Source: an optimization exercise on an open RTL-to-GDS flow (aim: small area). Production flows keep margins and buffers that such runs may drop.
Function was checked by simulation only, so behaviour that the tests miss may differ from the original.
Power is estimated from default activity; no workload was simulated.

==> design/flow/design.v <==
module smbee_engine (
    input  wire        clk,
    input  wire        rst,           
    input  wire        tick,          
    input  wire        btn_n,         
    output wire [15:0] prog_addr,     
    input  wire [23:0] prog_data,     
    input  wire [15:0] prog_len,      
    output reg  [7:0]  duty_a,
    output reg  [7:0]  duty_b,
    output reg  [1:0]  dir,
    output reg         pol,
    output wire        pwm_en,
    output wire        halted,
    output wire        fault,
    output reg  [2:0]  fault_code
);
    localparam [3:0] S_BOOT   = 4'd0,
                     S_FETCH  = 4'd1,
                     S_SHOW0  = 4'd2,
                     S_SHOW1  = 4'd3,
                     S_SHOW2  = 4'd4,
                     S_WARM   = 4'd5,
                     S_WPOLL  = 4'd6,
                     S_WDONE  = 4'd7,
                     S_DB1    = 4'd8,
                     S_DBREL  = 4'd9,
                     S_DB2    = 4'd10,
                     S_PREP   = 4'd11,
                     S_ARMS   = 4'd12,
                     S_ASLEEP = 4'd13,
                     S_FAULT  = 4'd14;
    reg [15:0] tick_cnt;
    reg [15:0] pc;
    reg [3:0]  rate_a, rate_b;    
    reg        anti_a, anti_b;
    reg        en;                
    reg        repeat_en;
    reg        btn_q;
    reg [3:0]  state;
    reg [15:0] cnt;
    reg [2:0]  pat;
    assign prog_addr = pc;
    assign pwm_en    = en;
    assign halted    = (state == S_ASLEEP);
    assign fault     = (state == S_FAULT);
    wire [10:0] wds = cnt[10:0];    
    wire [4:0]  wsub = cnt[15:11];  
    function [2:0] check_brightness;
        input [7:0] x;
        begin
            if (!x[7])
                check_brightness = (x[6:0] > 7'd100) ? 3'd3 : 3'd0;
            else if (x[5:4] != 2'b00)
                check_brightness = 3'd4;
            else if (x[3:0] == 4'd0)
                check_brightness = 3'd5;
            else if (x[3:0] > 4'd13)
                check_brightness = 3'd6;
            else
                check_brightness = 3'd0;
        end
    endfunction
    wire [23:0] w = prog_data;
    wire is_show = (w[23:19] == 5'b00010);
    wire is_wait = (w[23:16] == 8'h20);
    wire is_end  = (w == 24'h300000);
    wire [2:0] chk_a = check_brightness(w[15:8]);
    wire [2:0] chk_b = check_brightness(w[7:0]);
    reg  [2:0] cmd_code;
    always @* begin
        if (is_show) begin
            if (w[18:16] == 3'b100)  cmd_code = 3'd2;
            else if (chk_a != 3'd0)  cmd_code = chk_a;
            else                     cmd_code = chk_b;
        end else if (is_wait) begin
            cmd_code = (w[15:0] > 16'd1310) ? 3'd7 : 3'd0;
        end else if (is_end) begin
            cmd_code = 3'd0;
        end else begin
            cmd_code = 3'd1;
        end
    end
    wire in_range = (pc < prog_len);
    wire [6:0] conv_in = (state == S_SHOW0) ? cnt[6:0] : cnt[14:8];
    reg  [7:0] conv_out;
    always @* begin
        case (conv_in)
            7'd0: conv_out = 8'd0;     7'd1: conv_out = 8'd2;     7'd2: conv_out = 8'd5;
            7'd3: conv_out = 8'd7;     7'd4: conv_out = 8'd10;    7'd5: conv_out = 8'd12;
            7'd6: conv_out = 8'd15;    7'd7: conv_out = 8'd17;    7'd8: conv_out = 8'd20;
            7'd9: conv_out = 8'd22;    7'd10: conv_out = 8'd25;   7'd11: conv_out = 8'd28;
            7'd12: conv_out = 8'd30;   7'd13: conv_out = 8'd33;   7'd14: conv_out = 8'd35;
            7'd15: conv_out = 8'd38;   7'd16: conv_out = 8'd40;   7'd17: conv_out = 8'd43;
            7'd18: conv_out = 8'd45;   7'd19: conv_out = 8'd48;   7'd20: conv_out = 8'd51;
            7'd21: conv_out = 8'd53;   7'd22: conv_out = 8'd56;   7'd23: conv_out = 8'd58;
            7'd24: conv_out = 8'd61;   7'd25: conv_out = 8'd63;   7'd26: conv_out = 8'd66;
            7'd27: conv_out = 8'd68;   7'd28: conv_out = 8'd71;   7'd29: conv_out = 8'd73;
            7'd30: conv_out = 8'd76;   7'd31: conv_out = 8'd79;   7'd32: conv_out = 8'd81;
            7'd33: conv_out = 8'd84;   7'd34: conv_out = 8'd86;   7'd35: conv_out = 8'd89;
            7'd36: conv_out = 8'd91;   7'd37: conv_out = 8'd94;   7'd38: conv_out = 8'd96;
            7'd39: conv_out = 8'd99;   7'd40: conv_out = 8'd102;  7'd41: conv_out = 8'd104;
            7'd42: conv_out = 8'd107;  7'd43: conv_out = 8'd109;  7'd44: conv_out = 8'd112;
            7'd45: conv_out = 8'd114;  7'd46: conv_out = 8'd117;  7'd47: conv_out = 8'd119;
            7'd48: conv_out = 8'd122;  7'd49: conv_out = 8'd124;  7'd50: conv_out = 8'd127;
            7'd51: conv_out = 8'd130;  7'd52: conv_out = 8'd132;  7'd53: conv_out = 8'd135;
            7'd54: conv_out = 8'd137;  7'd55: conv_out = 8'd140;  7'd56: conv_out = 8'd142;
            7'd57: conv_out = 8'd145;  7'd58: conv_out = 8'd147;  7'd59: conv_out = 8'd150;
            7'd60: conv_out = 8'd153;  7'd61: conv_out = 8'd155;  7'd62: conv_out = 8'd158;
            7'd63: conv_out = 8'd160;  7'd64: conv_out = 8'd163;  7'd65: conv_out = 8'd165;
            7'd66: conv_out = 8'd168;  7'd67: conv_out = 8'd170;  7'd68: conv_out = 8'd173;
            7'd69: conv_out = 8'd175;  7'd70: conv_out = 8'd178;  7'd71: conv_out = 8'd181;
            7'd72: conv_out = 8'd183;  7'd73: conv_out = 8'd186;  7'd74: conv_out = 8'd188;
            7'd75: conv_out = 8'd191;  7'd76: conv_out = 8'd193;  7'd77: conv_out = 8'd196;
            7'd78: conv_out = 8'd198;  7'd79: conv_out = 8'd201;  7'd80: conv_out = 8'd204;
            7'd81: conv_out = 8'd206;  7'd82: conv_out = 8'd209;  7'd83: conv_out = 8'd211;
            7'd84: conv_out = 8'd214;  7'd85: conv_out = 8'd216;  7'd86: conv_out = 8'd219;
            7'd87: conv_out = 8'd221;  7'd88: conv_out = 8'd224;  7'd89: conv_out = 8'd226;
            7'd90: conv_out = 8'd229;  7'd91: conv_out = 8'd232;  7'd92: conv_out = 8'd234;
            7'd93: conv_out = 8'd237;  7'd94: conv_out = 8'd239;  7'd95: conv_out = 8'd242;
            7'd96: conv_out = 8'd244;  7'd97: conv_out = 8'd247;  7'd98: conv_out = 8'd249;
            7'd99: conv_out = 8'd252;  7'd100: conv_out = 8'd255;
            default: conv_out = 8'bxxxxxxxx;   
        endcase
    end
    function [7:0] wave;
        input [3:0] idx;
        reg   [2:0] t;
        reg         top;
        begin
            t    = idx[3] ? (3'd0 - idx[2:0]) : idx[2:0];
            top  = idx[3] && (idx[2:0] == 3'd0);
            wave = {t | {3{top}}, {5{top}}};
        end
    endfunction
    function [3:0] window;    
        input [15:0] v;
        input [3:0]  r;
        input        anti;
        reg   [19:0] s;
        begin
            s      = {3'b000, v, 1'b0} >> r;
            window = {s[3] ^ anti, s[2:0]};
        end
    endfunction
    wire fetch_end  = !in_range || is_end;
    wire sleep_now  = (state == S_FETCH && fetch_end && !repeat_en) ||
                      (state == S_WPOLL && !btn_n);
    wire do_tick    = tick && en && !sleep_now;
    wire wzero      = (wds == 11'd0) && (wsub == 5'd0);
    wire sub_zero   = (wsub == 5'd0);
    wire [4:0] sub_dec = sub_zero ? 5'd24 : wsub - 5'd1;
    wire boot_show  = (pc == 16'd0);   
    wire       set_a = (state == S_SHOW1) && pat[0];
    wire       set_b = (state == S_SHOW1) && pat[1];
    wire [3:0] m_rate_a = set_a ? (cnt[15] ? cnt[11:8] : 4'd0) : rate_a;
    wire       m_anti_a = set_a ? cnt[14] : anti_a;
    wire [3:0] m_rate_b = set_b ? (btn_q ? cnt[3:0] : 4'd0) : rate_b;
    wire       m_anti_b = set_b ? cnt[6] : anti_b;
    reg [3:0]  n_state;
    reg [15:0] n_cnt;
    reg [15:0] n_pc;
    reg        n_en, n_rep, n_pol, n_btn;
    reg [1:0]  n_dir;
    reg [2:0]  n_pat, n_fc;
    reg [7:0]  n_duty_a, n_duty_b;
    reg        wake;
    always @* begin
        n_state  = state;
        n_cnt    = cnt;
        n_pc     = pc;
        n_en     = en;
        n_rep    = repeat_en;
        n_pol    = pol;
        n_dir    = dir;
        n_pat    = pat;
        n_fc     = fault_code;
        n_btn    = btn_n;
        n_duty_a = duty_a;
        n_duty_b = duty_b;
        wake     = 1'b0;
        case (state)
            S_BOOT: begin
                if (btn_n) begin
                    n_state       = S_DB1;
                    n_cnt[15:11]  = 5'd15;
                end else if (tick_cnt >= 16'd250) begin
                    n_rep   = 1'b1;
                    n_state = S_SHOW0;
                    n_pat   = 3'd3;
                    n_cnt   = 16'h6464;
                end
            end
            S_FETCH: begin
                n_cnt = prog_data[15:0];
                n_pat = prog_data[18:16];
                if (!fetch_end && cmd_code != 3'd0) begin
                    n_state = S_FAULT;
                    n_fc    = cmd_code;
                end else if (!fetch_end) begin
                    n_pc    = pc + 16'd1;
                    n_state = is_show ? S_SHOW0 : S_WARM;
                end else if (repeat_en) begin
                    n_pc    = 16'd0;
                end else begin
                    n_en    = 1'b0;
                    n_state = S_PREP;
                end
            end
            S_SHOW0: begin
                n_dir   = 2'b00;
                n_btn   = cnt[7];
                if (!cnt[7]) n_cnt[7:0] = conv_out;
                n_state = S_SHOW1;
            end
            S_SHOW1: begin
                n_pol = pat[2];
                if (pat[0] && !cnt[15]) n_duty_a = conv_out;
                if (pat[1] && !btn_q)   n_duty_b = cnt[7:0];
                n_state = S_SHOW2;
            end
            S_SHOW2: begin
                n_dir = pat[1:0];
                if (boot_show) begin
                    n_state      = S_DB1;
                    n_cnt[15:11] = 5'd15;
                end else begin
                    n_state = S_FETCH;
                end
            end
            S_WARM, S_WPOLL: begin
                if (state == S_WPOLL && !btn_n) begin
                    n_en    = 1'b0;
                    n_state = S_PREP;
                end else begin
                    n_state = S_WPOLL;
                    if (do_tick) begin
                        if (wzero) n_state = S_WDONE;
                        n_cnt[15:11] = sub_dec;
                        if (sub_zero) n_cnt[10:0] = wds - 11'd1;
                    end
                end
            end
            S_WDONE: n_state = S_FETCH;
            S_DB1, S_DB2: begin
                n_cnt[15:11] = sub_dec;
                if (sub_zero) begin
                    if (state == S_DB1) n_state = S_DBREL;
                    else                n_state = en ? S_FETCH : S_ARMS;
                end
            end
            S_DBREL: begin
                n_cnt[15:11] = 5'd15;
                if (btn_n) n_state = S_DB2;
            end
            S_PREP: begin
                n_dir        = 2'b00;
                n_cnt[15:11] = 5'd15;
                n_state      = S_DB1;
            end
            S_ARMS: n_state = S_ASLEEP;
            S_ASLEEP: wake = btn_q && !btn_n;
            default: ;   
        endcase
        if (do_tick) begin
            if (m_rate_a != 4'd0) n_duty_a = wave(window(tick_cnt, m_rate_a, m_anti_a));
            if (m_rate_b != 4'd0) n_duty_b = wave(window(tick_cnt, m_rate_b, m_anti_b));
        end
    end
    always @(posedge clk) begin
        btn_q  <= n_btn;
        cnt    <= n_cnt;
        pat    <= n_pat;
        anti_a <= m_anti_a;
        anti_b <= m_anti_b;
        if (rst || wake) begin
            tick_cnt   <= 16'd0;
            pc         <= 16'd0;
            rate_a     <= 4'd0;
            rate_b     <= 4'd0;
            duty_a     <= 8'h00;
            duty_b     <= 8'h00;
            dir        <= 2'b00;
            pol        <= 1'b0;
            en         <= 1'b1;
            repeat_en  <= 1'b0;
            state      <= S_BOOT;
            fault_code <= 3'd0;
        end else begin
            if (do_tick) tick_cnt <= tick_cnt + 16'd1;
            pc         <= n_pc;
            rate_a     <= m_rate_a;
            rate_b     <= m_rate_b;
            duty_a     <= n_duty_a;
            duty_b     <= n_duty_b;
            dir        <= n_dir;
            pol        <= n_pol;
            en         <= n_en;
            repeat_en  <= n_rep;
            state      <= n_state;
            fault_code <= n_fc;
        end
    end
endmodule
==> design/flow/run.sh <==
#!/bin/bash
# synth_recipe.tcl (not shown) runs the flow's synth.tcl, then flattens the netlist and writes it again
# the make line also repeats each setting of config.mk as NAME=value (left out here)
make -C /OpenROAD-flow-scripts/flow DESIGN_CONFIG=/design/flow/config.mk WORK_HOME=/design/flow/orfs CLKGATE_MAP_FILE= SYNTH_SCRIPT=/design/flow/synth_recipe.tcl finish
==> design/flow/config.mk <==
export PLATFORM = sky130hd
export DESIGN_NAME = smbee_engine
export DESIGN_NICKNAME = smbee_engine
export VERILOG_FILES = /design/flow/design.v
export SDC_FILE = /design/flow/constraint.sdc
export NUM_CORES = 4
export LEC_CHECK = 0
export CAP_MARGIN = 20
export CORE_MARGIN = 2
export CORE_UTILIZATION = 40
export PLACE_DENSITY = 0.6
export SLEW_MARGIN = 20
==> design/flow/constraint.sdc <==
create_clock -name core_clock -period 15.0 [get_ports {clk}]
set_input_delay 3.0000 -clock core_clock [delete_from_list [all_inputs] [get_ports {clk}]]
set_output_delay 3.0000 -clock core_clock [all_outputs]
set_load 0.01 [all_outputs]
==> notes.md <==
-- area by class of cell --
class	instances	area, um^2	area share, %
Multi-Input combinational cell	819	5370	59.1
Clock buffer	12	268	2.95
Sequential cell	90	1990	21.9
Inverter	44	165	1.82
Tap cell	265	332	3.65
Timing Repair Buffer	96	931	10.2
Clock inverter	4	30.0	0.330
-- cells by family after synthesis --
family | Yosys count | synth area share, %
and+or+nand+nor | 402 | 25.3
AOI/OAI and AO/OA | 282 | 24.3
buffers and inverters | 123 | 6.70
DFF | 90 | 25.3
muxes | 59 | 8.49
xor gates and xnor gates | 42 | 4.66
adders and majority gates | 34 | 5.30
-- power groups by stage --
stage | sequential (uW) | clock (uW) | combinational (uW)
finish | 355 | 227 | 591
global route | 360 | 241 | 643
CTS | 354 | 232 | 579
detailed placement | 359 | 0 | 576
global placement | 358 | 0 | 579
floorplan | 314 | 0 | 469
-- tightest hold or removal path, cell delays in order, from the launching register on --
cell and delay, ns:
dfxtp_1 0.31, nand2_1 0.05, a31oi_1 0.07
-- worst max path at each step --
stage / end / start / slack, ns / depth (start not counted)
CTS: duty_a[7]$_SDFF_PP0_ / prog_len[14] / 9.00 / 13
global route: duty_a[3]$_SDFF_PP0_ / prog_len[14] / 8.66 / 13
detailed placement: duty_a[7]$_SDFF_PP0_ / prog_len[14] / 8.65 / 13
global placement: duty_a[0]$_SDFF_PP0_ / prog_data[15] / 8.81 / 11
finish: duty_a[7]$_SDFF_PP0_ / prog_data[15] / 9.00 / 11
floorplan: cnt[11]$_DFFE_PP_ / prog_len[14] / 9.51 / 11
-- per-stage QoR --
step                cell area, um^2  setup WS, ns  power [uW]  instances  hold slack, ns
finish                         9090          9.00        1170       1330           0.484
global route                   9090          8.66        1240       1330           0.492
global placement               8790          8.81         937       1314           0.476
detailed placement             8790          8.65         935       1314           0.471
floorplan                      7890          9.51         784       1032           0.462
CTS                            9090          9.00        1160       1330           0.481
-- routing by layer --
layer	wire [um]	global-route usage, %	vias to the layer above
li1	-	-	3855
met1	10800	31.3	3712
met2	11000	37.3	279
met3	1470	3.51	31
met4	475	6.69	0
met5	0	0	-
-- registers in the layout (all words and copies together), names as in the netlist, 2 cells and up --
register and count:
cnt 16, rate_a 4, pat 3, duty_b 8, fault_code 3, tick_cnt 16, state 4, pc 16
rate_b 4, duty_a 8, dir 2
-- cells in the mapped netlist (5+ instances only) --
master,count
a21o_1,9
nor2_1,98
a22oi_1,5
clkbuf_1,54
a221oi_1,10
xnor2_1,23
nor3_1,34
or3_1,14
buf_2,14
o221ai_1,6
o21ai_0,55
ha_1,31
a311oi_1,5
a211oi_1,14
edfxtp_1,19
nand4_1,24
inv_1,44
a21oi_1,74
and2_1,12
mux2_2,8
nand2b_1,18
nand2_1,113
nor4_1,17
nand3_1,31
mux2i_1,43
a2111oi_0,6
buf_4,7
dfxtp_1,71
nor2b_1,5
a31oi_1,16
o211ai_1,13
o22ai_1,6
xor2_1,19
and3_1,13
==> summary.txt <==
Status = finished clean
CTS root buf = clkbuf_16
Yosys top cell area share = 18.0%
Most common cell after layout, fill and taps aside = nand2_1
Hold Violations, Final = 0
Max-cap violations = 0
Clock power share = 19.4%
Hold-critical path endpoint = duty_a[4]$_SDFF_PP0_
Clock Latency Late Sink = 0.35 ns
EDFF count, synth = 19
Flop pwr share = 30.3%
Count of state elements after synthesis = 90
Layout area overhead = 15.2%
CP most frequent cell = buf_4
Fillers = 1947
Gpl congestion = 0.857
Max FO, Critical Path = 16
Hold Path Origin = duty_a[4]$_SDFF_PP0_
Asr flop ratio synth = 0%
Startpoint Class = input port
DR iter-0 viols = 738
Mapped cell area = 0.00789 mm^2
Row count = 51
Fin util = 46.9%
Slowest stage delay, CP = 0.58 ns
Avg Vias per Cell = 5.92
DPL Wire Length = 17.3 mm
Die extent in y = 144 um
Worst Path Class, Setup = in -> reg
Core ar. = 0.0194 mm^2
Worst slew margin = 31.7%
Mapped Avg Cell Area = 7.64 um^2
Post-CTS Repair Setup Buffers = 0
HP Class = reg -> reg
Nets = 1135
Final setup violation count = 0
Top-level port count = 85
Cell count after synthesis = 1032
Worst slew pin tran = 1.02 ns
Layout cell share with drive strength beyond 1 = 6.20%
Vias in the first global route = 7287
Post-cts sizing count = 0
Top post-synthesis cells by area = dfxtp_1, edfxtp_1, mux2i_1, nand2_1, ha_1
Crit path time final = 6.00 ns
DR DRC count = 0
Final worst-path cycle share = 40.0%
Pin count of the biggest net entering global routing = 42
Seq/Total Area, Yosys = 25.3%
Yosys warnings = 1
Final ANT Viol Nets = 0
Antenna Cells = 0
Die area = 0.0209 mm^2
R2R cell count = 12
Flop2flop setup slack = 10.69 ns
Total grt overflow = 0
Syn nets = 1107
Fmax = 167 MHz
Top FF cell, synth = dfxtp_1
CP Buf/Inv Count = 3
Die W = 144 um
Depth of the worst hold-timing path = 2
Post-CTS Hold Buffers = 0
FF-to-FF Start = state[1]$_SDFFE_PP0P_
Reg2Reg Capture Point = cnt[2]$_DFFE_PP_
GRT Total Usage = 22.9%
Combinational power share = 50.4%
Worst Skew = 0.0113 ns
Most frequent cells in the layout = nand2_1, nor2_1, clkdlybuf4s50_1, a21oi_1, dfxtp_1
CTS tree = yes
CTS Sinks = 90
Clock transition at path regs = 0.07 ns
Max Root-Sink Buffers = 2
Pre-antenna DRT Iters = 5
Maximum vdd drop = 55.6 uV
Worst EP required = 15.29 ns
Setup repair after global routing missed its margin = false
H-Tree Depth = 3
Unique masters post-synth = 91
Most area-hungry cell type in the Yosys netlist = dfxtp_1
Leak = 0.00321 uW
Sw Pwr = 527 uW
Crit path DAT = 6.29 ns
Crit-path cells = clkdlybuf4s50_1 -> or4_4 -> and4b_1 -> a221oi_1 -> nand4_1 -> a21oi_1 -> buf_4 -> o31ai_1 -> buf_4 -> or4_1 -> nand3_1
Setup TNS = 0 ns
Final Max Tran Viols = 0
Pwr Density = 129 mW/mm^2
Switching share of total power = 44.9%
CTS buffer count = 9
Worst setup EP type = register
Initial Utilization = 40.7%
First-pass GRT wire length = 38.2 mm
Initial antenna violation count = 0
Port Buf Inserts = 84
DR vias = 7877
Int Power = 646 uW
Crit path max-delay family = simple AND/OR/NAND/NOR gates
CP max stage cell = clkdlybuf4s50_1
WL final = 23.8 mm
Avg WL per Cell = 17.9 um

[static timing again, ports no longer ideal]
In the flow no input, the clock included, has a driving cell. The finished layout below was timed again as built, in two steps. Step 1 assumes that a clkbuf_16 drives the clock port and a buf_2 every other input. Step 2 moves the port delays by t, midway between the first and last clock arrival at a register: inputs arrive t later, outputs are due t later. That takes back most of the time a late clock gives input paths. Three values: ideal, step 1, step 2; two values: the first two.
t (ns): 0.389
slack for setup (ns): 9.002 / 9.017 / 8.628
worst setup path at the end: input to register
After both steps this run still meets setup and hold. For this run, drivers alone change the setup slack by +0.015 ns; drivers and shift together by -0.374 ns.
